What follows belongs to an exercise in optimizing a design on an open flow for small area; a production flow would make more cautious choices.
RTL that was checked went through simulation tests only; none was proved equivalent to the original.
No activity file was given, so power comes from the tool's default toggle rates.

Design via_block, start of the top module:
module via_block (
    input  wire        clk,
    input  wire        rst,
    input  wire        cmd_valid,
    output wire        cmd_ready,
    input  wire [2:0]  cmd_op,       
    input  wire        cmd_unit,     
    input  wire        cmd_debug,    
    input  wire [3:0]  cmd_reg,
    input  wire [31:0] cmd_data,     
    input  wire        i2c_sda_in,   
    input  wire        ser_atn,
    input  wire        ser_clk,
    input  wire        ser_data,
    input  wire [3:0]  joy_data,     
    output reg         rsp_valid,
    output reg  [7:0]  rsp_rdata,
    output reg         rsp_i2c_step,
    output wire        irq1,
    output wire        irq2,
    output wire        pb7_1,
    output wire        pb7_2,
    output reg         i2c_sda_out,
    output reg         i2c_scl_out,
    output reg         joy_latch,
    output reg         joy_clk
);
Size: ~370 flip-flops, ~71 I/O pins, about 0.0098 mm² of cells after synthesis.
clock: 10.0 ns
lec_check: 0
cap_margin: 20
core_margin: 2
core_utilization: 50
gpl_routability_driven: 0
gpl_timing_driven: 0
place_density: 0.7
slew_margin: 20
standard.sh (not shown) runs the stock make flow with config.mk's settings and CLKGATE_MAP_FILE= SYNTH_SCRIPT=/design/flow/synth_recipe.tcl, a recipe that flattens the netlist after the stock synthesis.
==> flow/flow/run.sh <==
#!/bin/bash
set -euo pipefail
export FLOW_WORK="$PWD"
export FLOW_ABC_SCRIPT="$PWD/flow/abc_area_deep.script"
bash standard.sh \
  "SYNTH_SCRIPT=$PWD/flow/synth_deep.tcl" \
  "BUFFER_PORTS_ARGS=-buffer_cell sky130_fd_sc_hd__buf_1" \
  "CTS_ARGS=-sink_clustering_enable -repair_clock_nets -dont_use_dummy_load -buf_list sky130_fd_sc_hd__clkbuf_8 -sink_clustering_size 20 -sink_clustering_max_diameter 50" \
  finish > flow_make.log 2>&1
==> flow/flow/abc_area_deep.script <==
strash
&get -n
&deepsyn -J 200 -T 0
&put
dch -f
&get -n
&nf -R 1000
&put
topo
dnsize -c
==> flow/flow/synth_deep.tcl <==
# The standard synthesis script (synth_recipe.tcl, sourced unchanged), with only the ABC
# script of its technology-mapping call replaced by an area-oriented one (abc_area_deep.script).
# The flip-flops are mapped by dfflibmap before ABC runs, so the registers, their names and
# their cells are those of the standard synthesis.
proc abc {args} {
  set i [lsearch -exact $args -script]
  if {$i >= 0} { lset args [expr {$i + 1}] $::env(FLOW_ABC_SCRIPT) }
  yosys abc {*}$args
}
source $::env(FLOW_WORK)/synth_recipe.tcl
==> next run, changes <==
--- a/flow/design.v
+++ b/flow/design.v
@@ -31,39 +31,40 @@
     reg  [5:0] pc;            
     wire op_rd = ~cmd_op[2] & ~cmd_op[1] & ~cmd_op[0];
     wire op_wr = ~cmd_op[1] & cmd_op[0];
     wire op_st = cmd_op[1] & ~cmd_op[0];
     wire op_pu = cmd_op[1] & cmd_op[0];
     wire op_rs = cmd_op[2];
     wire       u    = cmd_unit & ~op_rs;    
     wire [3:0] r    = cmd_reg;
     wire [4:0] rel  = {ph[4] ^ u, ph[3:0]};
     wire       lo   = ~rel[4];
     wire       rend = &rel;
     wire st      = run & op_st;
+    wire p_cap   = st & (pc == 6'd25);
     wire p_arith = st & (pc[5:3] == 3'b011) & pc[1];
     wire p_t2y   = st & (pc == 6'd28);
     wire p_t2fin = st & (pc == 6'd29);
     wire p_t1fin = st & (pc == 6'd0);
     wire p_div   = st & pc[5];
     wire p_fin   = p_t2y | p_t2fin | p_t1fin;
     wire p_pulse = run & op_pu;
     wire p_wr    = run & op_wr;
     wire p_rs    = run & op_rs;
     wire p_rd    = run & op_rd;
     wire a_hi    = pc[0];       
     wire a_t1    = pc[2];       
     wire first   = (pc[4:0] == 5'd0);
     wire hw = r[0] | (r[3] & r[2] & r[1]);
-    wire rd_done = p_rd & (rel == {1'b0, hw, 3'b111});
+    wire rd_done = p_rd & pc[0] & (rel == {1'b0, hw, 3'b111});
     wire nr_done = run & ~op_rd & rend & (pc == {5'd0, op_pu});
     assign cmd_ready = rd_done | nr_done;
     wire accept = cmd_valid & cmd_ready;
     reg [31:0] rA, rB, rC, rD, rT1, rT1L, rT2, rT2L, rPL, rPH;
     wire oA = rA[0], oB = rB[0], oC = rC[0], oD = rD[0];
     wire oT1 = rT1[0], oT1L = rT1L[0], oT2 = rT2[0], oT2L = rT2L[0];
     wire oPL = rPL[0], oPH = rPH[0];
     reg  iA, iB, iC, iD, iT1, iT1L, iT2, iT2L, iPL, iPH;
     reg [1:0] ifr6, ifr5, ier6, ier5, pb7r, t1neg, t2neg;
     wire [1:0] irq = (ifr6 & ier6) | (ifr5 & ier5);
     assign irq1  = irq[0];
     assign irq2  = irq[1];
@@ -177,25 +178,26 @@
     end
     always @(posedge clk) begin
         dly <= rel[4] ? x16 : oT1;
         dPL <= oPL;
         dPH <= oPH;
         if (lo | (p_div & (rel == 5'd16))) begin
             c1 <= p_div ? p_co : inc_co;
             c2 <= p_div ? dv_co : p_fin ? f_co : sub_co;
         end
         if (p_arith & a_hi & (rel == 5'd0))  x16 <= sub_d;
         if (p_div & (rel == 5'd16))          x16 <= dv_s;
         if (p_arith & a_hi & (rel == 5'd15)) und <= sub_co;
-        if (~run & rend) und <= op_st ? rC[14] : rC[10];
+        if ((p_cap & (rel == 5'd13)) | (p_rd & ~pc[0] & (rel == 5'd9)))
+            und <= oC;
         if (p_t2y & (rel == 5'd15))          fb  <= f_co;
         if (p_div & (rel == 5'd17))          fb  <= dv_s;
     end
     wire [2:0] jb = rel[2:0];
     reg  ext, sb;
     always @(*) begin
         case (jb)
             3'd0: ext = r[0] & i2c_sda_in;
             3'd1: ext = r[0] & i2c_scl_out;
             3'd4: ext = r[0] & joy_data[0];
             3'd5: ext = r[0] ? joy_data[1] : ser_atn;
             3'd6: ext = r[0] ? joy_data[2] : ser_clk;
@@ -224,25 +226,25 @@
     wire acc_rs = accept & op_rs;
     wire t2_und = p_t2fin & (rel == 5'd13) & und & oD;
     wire t1_und = p_t1fin & (rel == 5'd14) & und & oD;
     integer n;
     always @(posedge clk) begin
         ph  <= rst ? 5'd0 : ph + 5'd1;
         clr <= rst | (clr & ~&ph);
         if (rst) begin
             run <= 1'b0;
         end else if (!run) begin
             if (cmd_valid & ~clr & rend) begin
                 run <= 1'b1;
-                pc  <= op_st ? 6'd26 : 6'd0;
+                pc  <= op_st ? 6'd25 : 6'd0;
             end
         end else if (cmd_ready) begin
             run <= 1'b0;
         end else if (rend) begin
             pc <= (p_arith & (pc[4:0] == 5'd31) & ~und) ? 6'd0 : pc + 6'd1;
         end
         rsp_valid    <= ~rst & accept;
         rsp_i2c_step <= accept & ~u & ((r == 4'd1) | (r == 4'd15)) &
                         ((op_rd & ~cmd_debug) | op_wr);
         for (n = 0; n < 2; n = n + 1) begin
             if (rst) begin
                 ifr6[n] <= 1'b0; ifr5[n] <= 1'b0; ier6[n] <= 1'b0; ier5[n] <= 1'b0;
What happened: The changed run finished with timing, DRC and antenna clean; sequential power stays flat; combinational power went down by 8.8%; synthesized area went down by about 0.3%; cell count went down by about 1.9%; setup slack gets better by 0.12 ns; clock power went down by about 2%; clock skew went up by 0.0041 ns; utilization went down by 0.25 points; final area went down by 0.45%.
Only the layout flow was run in the first run of this note; the RTL was not checked for function there.

-- port drivers added, routing unchanged --
Ports are ideal in the flow. The routed layouts listed here were re-timed in OpenROAD. Step 1, drivers: a clkbuf_16 drives clk and a buf_2 each remaining input, both assumed. Step 2 adds t to the input delays and takes it off the output delays; t is the mean of the earliest and latest rising clock arrival at the registers after step 1. Input paths then give back, and output paths get back, about the clock's delay inside the block. a / b / c = no drivers / after step 1 / after step 2; a / b = the first two.
| run | t, ns | setup slack, ns | hold WS [ns] | worst setup path at the end | worst register clock-pin slew, ns |
|---|---|---|---|---|---|
| the first run | 0.576 | 3.279 / 3.221 / 3.221 | 0.286 / 0.286 / 0.286 | input to output | 0.11 / 0.11 |
| the second run | 0.572 | 3.400 / 3.344 / 3.344 | 0.278 / 0.278 / 0.278 | input to output | 0.11 / 0.11 |
After both steps setup and hold are still met in every run listed. The setup slack of the first run, which loses most, moves by -0.058 ns with the drivers and by -0.058 ns with both steps.
